This design comes from an exercise in tuning for small area, a short achievable clock period and few clock cycles on the open sky130 flow, not from production work. No run shown here included a check of the RTL's function; only the layout flow was run. Power figures rest on the tool's default switching activity, not on a simulated workload.

[flow/config.mk]
export PLATFORM = sky130hd
export DESIGN_NAME = t43dr_codec
export DESIGN_NICKNAME = t43dr_codec
export VERILOG_FILES = /design/flow/design.v
export SDC_FILE = /design/flow/constraint.sdc
export NUM_CORES = 4
export LEC_CHECK = 0
export CAP_MARGIN = 20
export CORE_MARGIN = 2
export CORE_UTILIZATION = 40
export CTS_BUF_LIST = sky130_fd_sc_hd__clkbuf_8
export SETUP_SLACK_MARGIN = 2.3
export SLEW_MARGIN = 20
[flow/constraint.sdc]
create_clock -name core_clock -period 4.0 [get_ports {clk}]
set_input_delay 0.8000 -clock core_clock [delete_from_list [all_inputs] [get_ports {clk}]]
set_output_delay 0.8000 -clock core_clock [all_outputs]
set_load 0.01 [all_outputs]
[flow/design.v]
module t43dr_encoder (
    input  wire        clk,
    input  wire        rst,
    input  wire        start_valid,
    output reg         start_ready,
    input  wire [7:0]  cmd,
    input  wire [15:0] len,
    input  wire        data_valid,
    output reg         data_ready,
    input  wire [7:0]  data,
    output reg         wire_valid,
    input  wire        wire_ready,
    output reg  [7:0]  wire_data,
    output reg         size_err
);
    localparam [7:0] START = 8'h02;
    localparam [7:0] END   = 8'h03;
    localparam [7:0] ESC   = 8'h1B;
    reg s_idle, s_rej, s_cmd, s_lenh, s_lenl, s_data, s_chk, s_end;
    reg [9:0] cnt;        
    reg [7:0] sum;
    reg [7:0] hb;         
    reg       hv;         
    reg       hm;         
    function is_marker(input [7:0] b);
        is_marker = (b == START) || (b == END) || (b == ESC);
    endfunction
    wire too_long = (|len[15:10]) || (len[9] && (|len[8:0]));
    reg  hdr_seen;
    reg  hdr_long;
    wire or_free = !wire_valid || wire_ready;
    wire room = !hv || (!hm && or_free);
    wire go    = s_idle && hdr_seen && !hdr_long;    
    wire take_hdr = start_ready && start_valid;      
    wire take_dat = data_ready && data_valid;        
    wire nb_int = room && (go || s_lenh || s_lenl || s_chk || s_end);
    wire nb = nb_int || (s_cmd && take_hdr) || take_dat;    
    wire [7:0] val = ({8{s_idle}} & START)
                   | ({8{s_cmd}}  & cmd)
                   | ({8{s_lenh}} & {6'd0, cnt[9:8]})
                   | ({8{s_lenl}} & cnt[7:0])
                   | ({8{s_data}} & data)
                   | ({8{s_chk}}  & sum)
                   | ({8{s_end}}  & END);
    wire mk = (s_cmd  && is_marker(cmd))
           || (s_lenh && (cnt[9:8] == 2'd2))
           || (s_lenl && is_marker(cnt[7:0]))
           || (s_data && is_marker(data))
           || (s_chk  && is_marker(sum));
    wire cnt_zero = (cnt == 10'd0);
    wire cnt_one  = (cnt == 10'd1);
    reg n_hv, n_hm, ld_hb;
    always @(*) begin
        case ({hv, or_free})
            2'b11: begin                  
                n_hv  = hm || nb;
                n_hm  = !hm && nb && mk;
                ld_hb = !hm && nb;
            end
            2'b10: begin                  
                n_hv  = 1'b1;
                n_hm  = hm;
                ld_hb = 1'b0;
            end
            2'b01: begin                  
                n_hv  = nb && mk;
                n_hm  = 1'b0;
                ld_hb = nb && mk;
            end
            default: begin                
                n_hv  = nb;
                n_hm  = nb && mk;
                ld_hb = nb;
            end
        endcase
    end
    wire n_idle = (s_idle && !go && !(hdr_seen && hdr_long)) || (go && !room)
               || (s_rej && take_hdr) || (s_end && room);
    wire n_rej  = (s_idle && hdr_seen && hdr_long) || (s_rej && !take_hdr);
    wire n_cmd  = (go && room) || (s_cmd && !take_hdr);
    wire n_lenh = (s_cmd && take_hdr) || (s_lenh && !room);
    wire n_lenl = (s_lenh && room) || (s_lenl && !room);
    wire n_data = (s_lenl && room && !cnt_zero) || (s_data && !(take_dat && cnt_one));
    wire n_chk  = (s_lenl && room && cnt_zero) || (take_dat && cnt_one) || (s_chk && !room);
    wire n_end  = (s_chk && room) || (s_end && !room);
    always @(posedge clk) begin
        if (or_free)
            wire_data <= hv ? (hm ? ESC : hb) : (mk ? ESC : val);
        if (ld_hb)
            hb <= val;
        if (nb && s_cmd)
            sum <= cmd;
        else if (nb && (s_lenh || s_lenl || s_data))
            sum <= sum ^ val;
        if (nb && s_cmd)
            cnt <= len[9:0];
        else if (take_dat)
            cnt <= cnt - 10'd1;
        hdr_long <= too_long;
    end
    always @(posedge clk) begin
        if (rst) begin
            s_idle      <= 1'b1;
            s_rej       <= 1'b0;
            s_cmd       <= 1'b0;
            s_lenh      <= 1'b0;
            s_lenl      <= 1'b0;
            s_data      <= 1'b0;
            s_chk       <= 1'b0;
            s_end       <= 1'b0;
            wire_valid  <= 1'b0;
            hv          <= 1'b0;
            hm          <= 1'b0;
            size_err    <= 1'b0;
            start_ready <= 1'b0;
            data_ready  <= 1'b0;
            hdr_seen    <= 1'b0;
        end else begin
            s_idle      <= n_idle;
            s_rej       <= n_rej;
            s_cmd       <= n_cmd;
            s_lenh      <= n_lenh;
            s_lenl      <= n_lenl;
            s_data      <= n_data;
            s_chk       <= n_chk;
            s_end       <= n_end;
            size_err    <= s_rej && take_hdr;
            if (or_free)
                wire_valid <= hv || nb;
            hv          <= n_hv;
            hm          <= n_hm;
            start_ready <= (n_cmd && !n_hv) || n_rej;
            data_ready  <= n_data && !n_hv;
            hdr_seen    <= start_valid && !take_hdr;
        end
    end
endmodule
module t43dr_decoder (
    input  wire        clk,
    input  wire        rst,
    input  wire        clear,
    input  wire        in_valid,
    output reg         in_ready,
    input  wire [7:0]  in_data,
    output reg         out_valid,
    input  wire        out_ready,
    output reg         out_last,
    output wire [7:0]  out_data,
    output wire [2:0]  out_status,
    output wire [7:0]  out_cmd,
    output wire [15:0] out_len
);
    reg st_cmd;     
    reg st_lh;      
    reg st_ll;      
    reg st_dat;     
    reg st_chk;     
    reg st_we;      
    reg esc;
    reg [7:0] cmd_r;
    reg [9:0] P;
    reg [9:0] Q;
    reg       h_big;    
    reg [7:0] sum;
    reg [7:0] ev_r;
    reg       v1;       
    reg       l1;
    reg [7:0] d1;
    reg       xo;       
    assign out_cmd    = cmd_r;
    assign out_len    = {Q[5:0], P};
    assign out_data   = ev_r;
    assign out_status = ev_r[2:0];
    wire fire = in_valid && in_ready;
    wire c_cmd = st_cmd && !clear;
    wire c_lh  = st_lh  && !clear;
    wire c_ll  = st_ll  && !clear;
    wire c_dat = st_dat && !clear;
    wire c_chk = st_chk && !clear;
    wire c_we  = st_we  && !clear;
    wire c_esc = esc    && !clear;
    wire c_in  = c_cmd || c_lh || c_ll || c_dat || c_chk || c_we;    
    wire is_se   = (in_data[7:1] == 7'b0000001);    
    wire is_esc  = (in_data == 8'h1B);
    wire literal = c_esc || !(is_se || is_esc);
    wire e_esc   = !c_esc && is_esc;                 
    wire e_start = !c_esc && is_se && !in_data[0];
    wire e_end   = !c_esc && is_se &&  in_data[0];
    wire len_big  = h_big || (P[9] && (|in_data));
    wire len_zero = !h_big && (P[9:8] == 2'd0) && (in_data == 8'd0);
    wire cnt_last = (Q == 10'd1);
    wire n_cmd = e_start || (c_cmd && e_esc);
    wire n_lh  = (c_cmd && literal) || (c_lh && e_esc);
    wire n_ll  = (c_lh  && literal) || (c_ll && e_esc);
    wire n_dat = (c_ll  && literal && !len_big && !len_zero)
              || (c_dat && literal && !cnt_last) || (c_dat && e_esc);
    wire n_chk = (c_ll  && literal && len_zero)
              || (c_dat && literal && cnt_last) || (c_chk && e_esc);
    wire n_we  = (c_chk && literal) || (c_we && e_esc);
    wire ev_size = c_ll && literal && len_big;
    wire ev_dat  = c_dat && literal;
    wire ev_end  = e_end && c_we;
    wire ev      = ev_size || ev_dat || (c_we && literal) || (e_end && c_in);
    wire [2:0] ev_status = ev_size ? 3'd3 :
                           ev_end  ? {1'b0, (sum != 8'h00), 1'b0} : 3'd4;
    wire e0_free = !out_valid || out_ready;
    wire new_ev  = fire && ev;
    wire n_ov  = e0_free ? (v1 || new_ev) : 1'b1;
    wire n_ol  = e0_free ? (v1 ? l1 : !ev_dat) : out_last;
    wire n_v1  = e0_free ? 1'b0 : (v1 || new_ev);
    wire n_xo  = n_ov && n_ol && (xo || (fire && !(new_ev && !ev_dat)));
    always @(posedge clk) begin
        if (st_cmd && fire)
            cmd_r <= in_data;
        if (st_lh && fire) begin
            P[9:8] <= in_data[1:0];
            Q      <= {4'd0, in_data[7:2]};
            h_big  <= (|in_data[7:2]) || (&in_data[1:0]);
        end
        if (st_ll && fire) begin
            P[7:0] <= in_data;
            if (!len_big)
                Q <= {P[9:8], in_data};
        end
        if (st_dat && fire && literal && !clear)
            Q <= Q - 10'd1;
        if (fire && literal)
            sum <= c_cmd ? in_data : (sum ^ in_data);
        if (e0_free) begin
            out_last <= v1 ? l1 : !ev_dat;
            ev_r     <= v1 ? d1 : {in_data[7:3], ev_dat ? in_data[2:0] : ev_status};
        end
        if (!e0_free && !v1) begin
            l1 <= !ev_dat;
            d1 <= {in_data[7:3], ev_dat ? in_data[2:0] : ev_status};
        end
    end
    always @(posedge clk) begin
        if (rst) begin
            st_cmd    <= 1'b0;
            st_lh     <= 1'b0;
            st_ll     <= 1'b0;
            st_dat    <= 1'b0;
            st_chk    <= 1'b0;
            st_we     <= 1'b0;
            esc       <= 1'b0;
            out_valid <= 1'b0;
            v1        <= 1'b0;
            xo        <= 1'b0;
            in_ready  <= 1'b0;
        end else begin
            out_valid <= n_ov;
            v1        <= n_v1;
            xo        <= n_xo;
            in_ready  <= !n_v1 && !(n_ov && n_ol && n_xo);
            if (fire) begin
                st_cmd <= n_cmd;
                st_lh  <= n_lh;
                st_ll  <= n_ll;
                st_dat <= n_dat;
                st_chk <= n_chk;
                st_we  <= n_we;
                esc    <= e_esc;
            end else if (clear) begin
                st_cmd <= 1'b0;
                st_lh  <= 1'b0;
                st_ll  <= 1'b0;
                st_dat <= 1'b0;
                st_chk <= 1'b0;
                st_we  <= 1'b0;
                esc    <= 1'b0;
            end
        end
    end
endmodule
module t43dr_codec (
    input  wire        clk,
    input  wire        rst,
    input  wire        tx_start_valid,
    output wire        tx_start_ready,
    input  wire [7:0]  tx_cmd,
    input  wire [15:0] tx_len,
    input  wire        tx_data_valid,
    output wire        tx_data_ready,
    input  wire [7:0]  tx_data,
    output wire        txw_valid,
    input  wire        txw_ready,
    output wire [7:0]  txw_data,
    output wire        tx_size_err,
    input  wire        rx_clear,
    input  wire        rx_valid,
    output wire        rx_ready,
    input  wire [7:0]  rx_data,
    output wire        rxo_valid,
    input  wire        rxo_ready,
    output wire        rxo_last,
    output wire [7:0]  rxo_data,
    output wire [2:0]  rxo_status,
    output wire [7:0]  rxo_cmd,
    output wire [15:0] rxo_len
);
    t43dr_encoder u_enc (
        .clk         (clk),
        .rst         (rst),
        .start_valid (tx_start_valid),
        .start_ready (tx_start_ready),
        .cmd         (tx_cmd),
        .len         (tx_len),
        .data_valid  (tx_data_valid),
        .data_ready  (tx_data_ready),
        .data        (tx_data),
        .wire_valid  (txw_valid),
        .wire_ready  (txw_ready),
        .wire_data   (txw_data),
        .size_err    (tx_size_err)
    );
    t43dr_decoder u_dec (
        .clk        (clk),
        .rst        (rst),
        .clear      (rx_clear),
        .in_valid   (rx_valid),
        .in_ready   (rx_ready),
        .in_data    (rx_data),
        .out_valid  (rxo_valid),
        .out_ready  (rxo_ready),
        .out_last   (rxo_last),
        .out_data   (rxo_data),
        .out_status (rxo_status),
        .out_cmd    (rxo_cmd),
        .out_len    (rxo_len)
    );
endmodule
[flow/flow/run.sh]
#!/bin/bash
# Standard ORFS layout, with the port buffers made of a small, fast buffer
# instead of the default delay buffer.
set -euo pipefail
PORTBUF=${PORTBUF:-sky130_fd_sc_hd__buf_1}
bash standard.sh "BUFFER_PORTS_ARGS=-buffer_cell $PORTBUF" finish > standard.log 2>&1
[flow/standard.sh]
#!/bin/bash
# synth_recipe.tcl (not shown) runs the flow's synth.tcl, then flattens the netlist and writes it again
# the make line also repeats each setting of config.mk as NAME=value (left out here)
make -C /OpenROAD-flow-scripts/flow DESIGN_CONFIG=/design/flow/config.mk WORK_HOME=/design/flow/orfs CLKGATE_MAP_FILE= SYNTH_SCRIPT=/design/flow/synth_recipe.tcl "${@:-finish}"
==> run summary, run 1 <==
Power Density=306 nW/µm²; Initial Utilization=40.8%; Final GP Congestion=0.793; Post-synth ARST share=0%; Gate power share=5.6%; fillcell total=1125; Area growth, synth to finish=46.3%; vias after detailed routing=4961; Total Routed Length=16100 µm; Max Cap Viol=0; I/O Buffers=97; worst setup path start=rx_data[6]; Chip Height=122 µm; largest family of logic cells by synthesized area=simple AND/OR/NAND/NOR gates; largest net degree at the start of global routing=28; initial antenna violation count=0; Synth Area in Simple Gates=17.4%; antenna fix cells=0; most frequent cells in the layout=edfxtp_1, buf_4, nand2_1; TritonCTS clock tree=done; grt ovf=0; WP data required=4.35 ns; post-route setup slack=1.82 ns; sequential area share after synthesis=55.3%; Avg Inst Size Synth=10.6 µm²; switching share of power=22.7%; Core ar.=13800 µm²; Die Area=15000 µm²; Sink Count=116; Synth Net Count=584; vias in the first global route=4611; headroom to the max-slew limit=58.2%; DRC viols=0; Yosys Warn Count=2; adder-cell share of the synthesized area=1.56%; Post-synth EDFFs=78; Leakage=3.14 nW; Worst EP arrival=2.53 ns; Flop pwr share=51.4%; hold path startpoint=u_dec.Q[8]$_DFF_P_; minimum clock period=2.18 ns; Clk pwr share=43.0%; routed length per placed instance=17.9 µm; Post-Synth XOR/XNOR Area=4.06%; Psw=0.572 mW; Max Clock Skew=0.0178 ns; final slew viol count=0; P_int=1.94 mW; mux share of post-synthesis cell area=2.12%; CTS Hold Bufs=0; predominant post-synthesis flop cell=edfxtp_1; setup_tns=0 ns; number of H-tree levels=4; Worst-path clk slew=0.07 ns; pre-CTS setup slack=0.917 ns; remaining antenna violation count=0; Util after Layout=59.6%; Synth Instances=529; Skew-Pair Late Insertion Delay=0.47 ns; drt first-iter violations=453; final setup vio count=0; Seq cells post-synth=116; Design Power=2.51 mW; Hold Vio Cnt, Final=0; Pre-antenna DRT Iters=5; area leader, netlist=edfxtp_1; Tcrit/Tclk final=54.5%; gr usage total=20.9%; Worst Path Max Fanout=4; critical path class=in -> reg; placement row count=43; RR Startpoint=u_enc.cnt[4]$_DFFE_PP_; Least-Margin Pin Slew=0.627 ns; CP endpoint kind=flip-flop; R2R setup slack=1.93 ns; TritonCTS Buffers=17; Hold Path Class=reg -> reg; maximum VDD drop=0.194 mV; crit path launch type=input pin; Nets=762; Root Driver=clkbuf_8; DP Wirelength=9610 µm; commonest non-fill, non-tap cell in the layout=edfxtp_1; global-route wire length before repair=23700 µm; CTS Buffer Depth=2; post-synthesis compound-gate area fraction=15.6%; RSZ-0062 raised after global routing=true; DR vias/cell=5.52; I/O pin count=98; f_max=458 MHz; status=finished clean; Distinct cells, synth=59; synthesized area=5610 µm²; die width=122 µm; share of the synthesized area in the top cell type=41.7%; Area contributors post-synth=edfxtp_1, dfxtp_1, nand2_1, xnor2_1, nor2_1; share of cells above drive strength 1=42.1%
-- synth_stat cells (6+ instances only) --
master / count
a21oi_1: 38
a22o_1: 7
a22oi_1: 17
a31oi_1: 7
buf_2: 6
buf_4: 10
clkbuf_1: 17
dfxtp_1: 38
edfxtp_1: 78
ha_1: 7
inv_1: 13
mux2_2: 7
nand2_1: 54
nand2b_1: 6
nand3_1: 21
nand4_1: 6
nor2_1: 51
nor2b_1: 7
nor3_1: 14
nor4_1: 12
o21ai_0: 11
or4_1: 6
xnor2_1: 22
-- cells by family after synthesis --
logic type | after synthesis
DFF | 116
muxes | 11
adders and majority gates | 7
xor gates and xnor gates | 26
and+or+nand+nor | 196
AOI/OAI and AO/OA | 125
buffers and inverters | 48
-- registers in the layout, summed over array words and instances, names as in the netlist, 8 cells and up, named ones only --
register         flops
u_dec.P             10
u_dec.Q             10
u_enc.cnt           10
u_dec.cmd_r          8
u_dec.d1             8
u_dec.ev_r           8
u_dec.sum            8
u_enc.hb             8
u_enc.sum            8
u_enc.wire_data      8
-- per-layer routing --
| metal | vias up | global-route usage, % | routed length (µm) |
|---|---|---|---|
| li1 | 2324 | - | - |
| met1 | 2434 | 28.0 | 7100 |
| met2 | 171 | 32.4 | 7730 |
| met3 | 32 | 6.23 | 927 |
| met4 | 0 | 6.90 | 352 |
| met5 | - | 0 | 0 |
-- critical path, cell delays in order --
cell and delay [ns]:
buf_12 0.11, nor4_4 0.28, buf_4 0.18, nand4_1 0.16, nor4b_4 0.31, a2111oi_4 0.10
buf_4 0.16, a22o_1 0.20, a22o_1 0.21
-- through the flow --
stage               instance area, µm²  hold WS [ns]  cells
global route                      8210         0.514    899
floorplan                         5930         0.458    529
finish                            8210         0.500    899
detailed placement                6290         0.482    774
CTS                               7670         0.495    870
global placement                  6290         0.474    774
-- power groups by stage --
stage | logic [mW] | clock network (mW) | registers [mW]
finish | 0.141 | 1.08 | 1.29
global placement | 0.0990 | 0 | 1.32
detailed placement | 0.101 | 0 | 1.32
CTS | 0.127 | 1.09 | 1.29
floorplan | 0.0529 | 0 | 1.32
global route | 0.153 | 1.15 | 1.29
-- area by class of cell --
class | count | area (µm²) | area share [%]
Multi-Input combinational cell | 366 | 2880 | 35.1
Sequential cell | 116 | 3140 | 38.2
Inverter | 14 | 57.6 | 0.701
Timing Repair Buffer | 192 | 1530 | 18.7
Clock buffer | 17 | 234 | 2.85
Clock inverter | 14 | 144 | 1.75
Tap cell | 180 | 225 | 2.74
-- what timing repair did --
action,in CTS,in global routing
cloned,2,0
endpoints found under the setup margin,146,140
gates resized for setup,130,101
pin swaps,36,45
setup buffers,63,29
-- worst paths after layout --
| path | to | depth (start not counted) |
|---|---|---|
| max | u_dec.in_ready$_SDFF_PP0_ | 9 |
| min | u_dec.Q[8]$_DFF_P_ | 1 |
| min reg2reg | u_dec.Q[8]$_DFF_P_ | 1 |
| max reg2reg | u_enc.data_ready$_SDFF_PP0_ | 6 |
==> run 2, diff against run 1 <==
--- a/flow/config.mk
+++ b/flow/config.mk
@@ -11,3 +11,3 @@
 export CTS_BUF_LIST = sky130_fd_sc_hd__clkbuf_8
-export SETUP_SLACK_MARGIN = 2.3
+export SETUP_SLACK_MARGIN = 2.0
 export SLEW_MARGIN = 20
==> run 2 against run 1 <==
Net effect:
- still clean on timing, DRC and antenna
- utilization down 6.0 points
- critical path depth unchanged
- global-route usage down 1.9 points
- clock skew down 0.0087 ns
==> run summary, run 2 <==
setup_tns=0 ns; Root Driver=clkbuf_8; Regs by FF count=u_dec.P x10, u_dec.Q x10, u_enc.cnt x10; Buf/Inv on CP=3; initial antenna violation count=0; Worst Path Max Fanout=5; Fin Hold WS=0.500 ns; largest net degree at the start of global routing=28; Die Area=15000 µm²; cell family with most CP delay=simple AND/OR/NAND/NOR gates; Pre-antenna DRT Iters=4; R2R setup slack=1.99 ns; I/O pin count=98; post-route setup slack=1.77 ns; Distinct cells, synth=59; Final GP Congestion=0.841; met1 global-route usage=26.8%; antenna fix cells=0; TritonCTS clock tree=done; global-route wire length before repair=22000 µm; Seq cells post-synth=116; sequential area share after synthesis=55.3%; share of the synthesized area in the top cell type=41.7%; critical path class=in -> reg; DP Wirelength=9270 µm; Area contributors post-synth=edfxtp_1, dfxtp_1, nand2_1, xnor2_1, nor2_1; Core ar.=13800 µm²; vias in the first global route=4352; Max Clock Skew=0.00919 ns; most frequent cells in the layout=buf_1, edfxtp_1, nand2_1; Worst path slowest cell=nor4_4; maximum VDD drop=0.181 mV; Gate power share=4.8%; Synth top cells by count=edfxtp_1, nand2_1, nor2_1; Hold Path Class=reg -> reg; grt met2 use=28.4%; Psw=0.586 mW; busiest grt layer=met2; P_int=1.97 mW; Hold Crit Depth=2; Yosys Warn Count=2; worst r2r path cells=7; Initial Utilization=40.8%; worst reg2reg endpoint=u_dec.in_ready$_SDFF_PP0_; grt ovf=0; Clk pwr share=44.6%; minimum clock period=2.23 ns; critical path cell sequence=buf_12, nor4_4, buf_4, nand4_1, nor4b_4, a2111oi_4, buf_4, a22o_1, a22o_1; pre-CTS setup slack=0.836 ns; Post-synth ARST share=0%; RR Startpoint=u_dec.out_valid$_SDFF_PP0_; Design Power=2.56 mW; drt first-iter violations=352; Nets=719; top-count cell post-synth=edfxtp_1; WHS Endpoint=u_dec.st_chk$_SDFFE_PP0P_; f_max=449 MHz; Skew-Pair Late Insertion Delay=0.44 ns; RSZ-0062 raised after global routing=true; synthesized area=5610 µm²; DR vias/cell=5.45; hold path startpoint=u_dec.st_chk$_SDFFE_PP0P_; Chip Height=122 µm; gr usage total=19.0%; Total Routed Length=14100 µm; Flop pwr share=50.6%; switching share of power=22.9%; TritonCTS Buffers=17; Area growth, synth to finish=31.5%; Tcrit/Tclk final=55.7%; WP data required=4.33 ns; Worst EP arrival=2.56 ns; Post-synth EDFFs=78; final setup vio count=0; vias after detailed routing=4668; headroom to the max-slew limit=62.7%; die width=122 µm; Least-Margin Pin Slew=0.559 ns; status=finished clean; number of H-tree levels=4; Synth Instances=529; predominant post-synthesis flop cell=edfxtp_1; area leader, netlist=edfxtp_1; CTS Buffer Depth=2; placement row count=43; Leakage=2.62 nW; Max Cap Viol=0; I/O Buffers=97; Synth Net Count=584; Critical Path Max Stage Delay=0.33 ns; crit path launch type=input pin; routed length per placed instance=16.4 µm; commonest non-fill, non-tap cell in the layout=buf_1; Hold Vio Cnt, Final=0; Worst-path clk slew=0.07 ns; DRC viols=0; remaining antenna violation count=0; share of cells above drive strength 1=25.7%; final slew viol count=0; GR Util met3=3.86%; Avg Inst Size Synth=10.6 µm²; CP endpoint kind=flip-flop; Sink Count=116; Power Density=347 nW/µm²
-- run 2: cell counts after synthesis --
Identical to the previous run, type by type.
-- run 2: how the worst max path moves through the flow --
stage                                     end  slack [ns]  startpoint  cells past startpoint
CTS                 u_dec.in_ready$_SDFF_PP0_        1.83  rx_data[2]                      9
global route        u_dec.in_ready$_SDFF_PP0_        1.70  rx_data[7]                      9
detailed placement         u_dec.Q[7]$_DFF_P_        0.84  rx_data[3]                      7
finish              u_dec.in_ready$_SDFF_PP0_        1.77  rx_data[7]                      9
floorplan           u_dec.in_ready$_SDFF_PP0_        1.59  rx_data[2]                      6
global placement           u_dec.Q[8]$_DFF_P_        0.96  rx_data[3]                      7
-- run 2: routing by layer --
| metal | part of all wire (%) | wire length [µm] | vias up |
|---|---|---|---|
| met1 | 46 | 6440 | 2262 |
| met5 | 0 | 0 | - |
| li1 | - | - | 2239 |
| met3 | 5.3 | 748 | 22 |
| met2 | 47 | 6610 | 145 |
| met4 | 1.9 | 266 | 0 |
-- run 2: logic make-up (layout without fill, tap and decap cells) --
kind of cell	after synthesis	in the layout	synth area share (%)
AND/OR/NAND/NOR	196	198	17.4
AO/OA/AOI/OAI	125	125	15.6
flip-flops	116	116	55.3
buffers and inverters	48	194	4.01
XOR/XNOR	26	26	4.06
multiplexers	11	11	2.12
adder cells (fa/ha/maj)	7	7	1.56
-- run 2: cell type report --
class | count | area, µm²
Sequential cell | 116 | 3100
Tap cell | 180 | 225
Clock inverter | 14 | 175
Clock buffer | 18 | 248
Inverter | 14 | 53.8
Fill cell | 1238 | 6390
Multi-Input combinational cell | 367 | 2690
Timing Repair Buffer | 148 | 891
-- run 2: power by group through the flow --
stage | clock network (mW) | logic [mW] | registers [mW]
floorplan | 0 | 0.0527 | 1.32
global placement | 0 | 0.0996 | 1.32
detailed placement | 0 | 0.102 | 1.32
CTS | 1.17 | 0.116 | 1.30
global route | 1.22 | 0.133 | 1.30
finish | 1.14 | 0.122 | 1.30
-- run 2: worst reg2reg max path: stages, from the launching register on --
cell	delay [ns]
dfxtp_1	0.32
nor2b_1	0.41
inv_2	0.23
mux2i_1	0.18
a31oi_1	0.23
a21boi_0	0.21
a31oi_1	0.09
a22o_1	0.23
-- run 2: repair_timing --
action,in CTS,in global routing
pin swaps,15,20
endpoints found under the setup margin,79,70
setup buffers,29,20
hold buffers,0,0
gates resized for setup,46,29
gates cloned,2,0
-- run 2: metrics by stage --
| stage | cell area [µm²] | utilization [%] | instances |
|---|---|---|---|
| after floorplan | 5890 | - | 529 |
| after global placement | 6250 | 45.4 | 774 |
| after detailed placement | 6250 | 45.4 | 774 |
| after CTS | 7130 | 51.7 | 837 |
| after global routing | 7380 | 53.6 | 857 |
| final | 7380 | 53.6 | 857 |

[separate check: timing with driven ports]
The flow's constraints put no driver on any port. The routed layouts listed below were extracted and timed again, unchanged, in two steps.
Step 1 sets driving cells, clkbuf_16 on the clock port and buf_2 on the other inputs (assumed; they add their load-dependent delay and slew).
Step 2 times the ports against the registers' clock, not the clock port: input delays grow and output delays shrink by t, the midpoint of the rising clock arrivals with the driver on.
a / b / c = ideal / step 1 / step 2; a / b = the first two.
| run | t, ns | slack for setup (ns) | worst data-port slew with drivers (ns) |
|---|---|---|---|
| run 1 | 0.494 | 1.818 / 1.803 / 1.309 | 0.07 |
| run 2 | 0.473 | 1.771 / 1.748 / 1.275 | 0.08 |
After both steps every run listed still meets setup and hold. For run 1, which loses most, drivers alone change the setup slack by -0.015 ns; drivers and shift together by -0.509 ns.
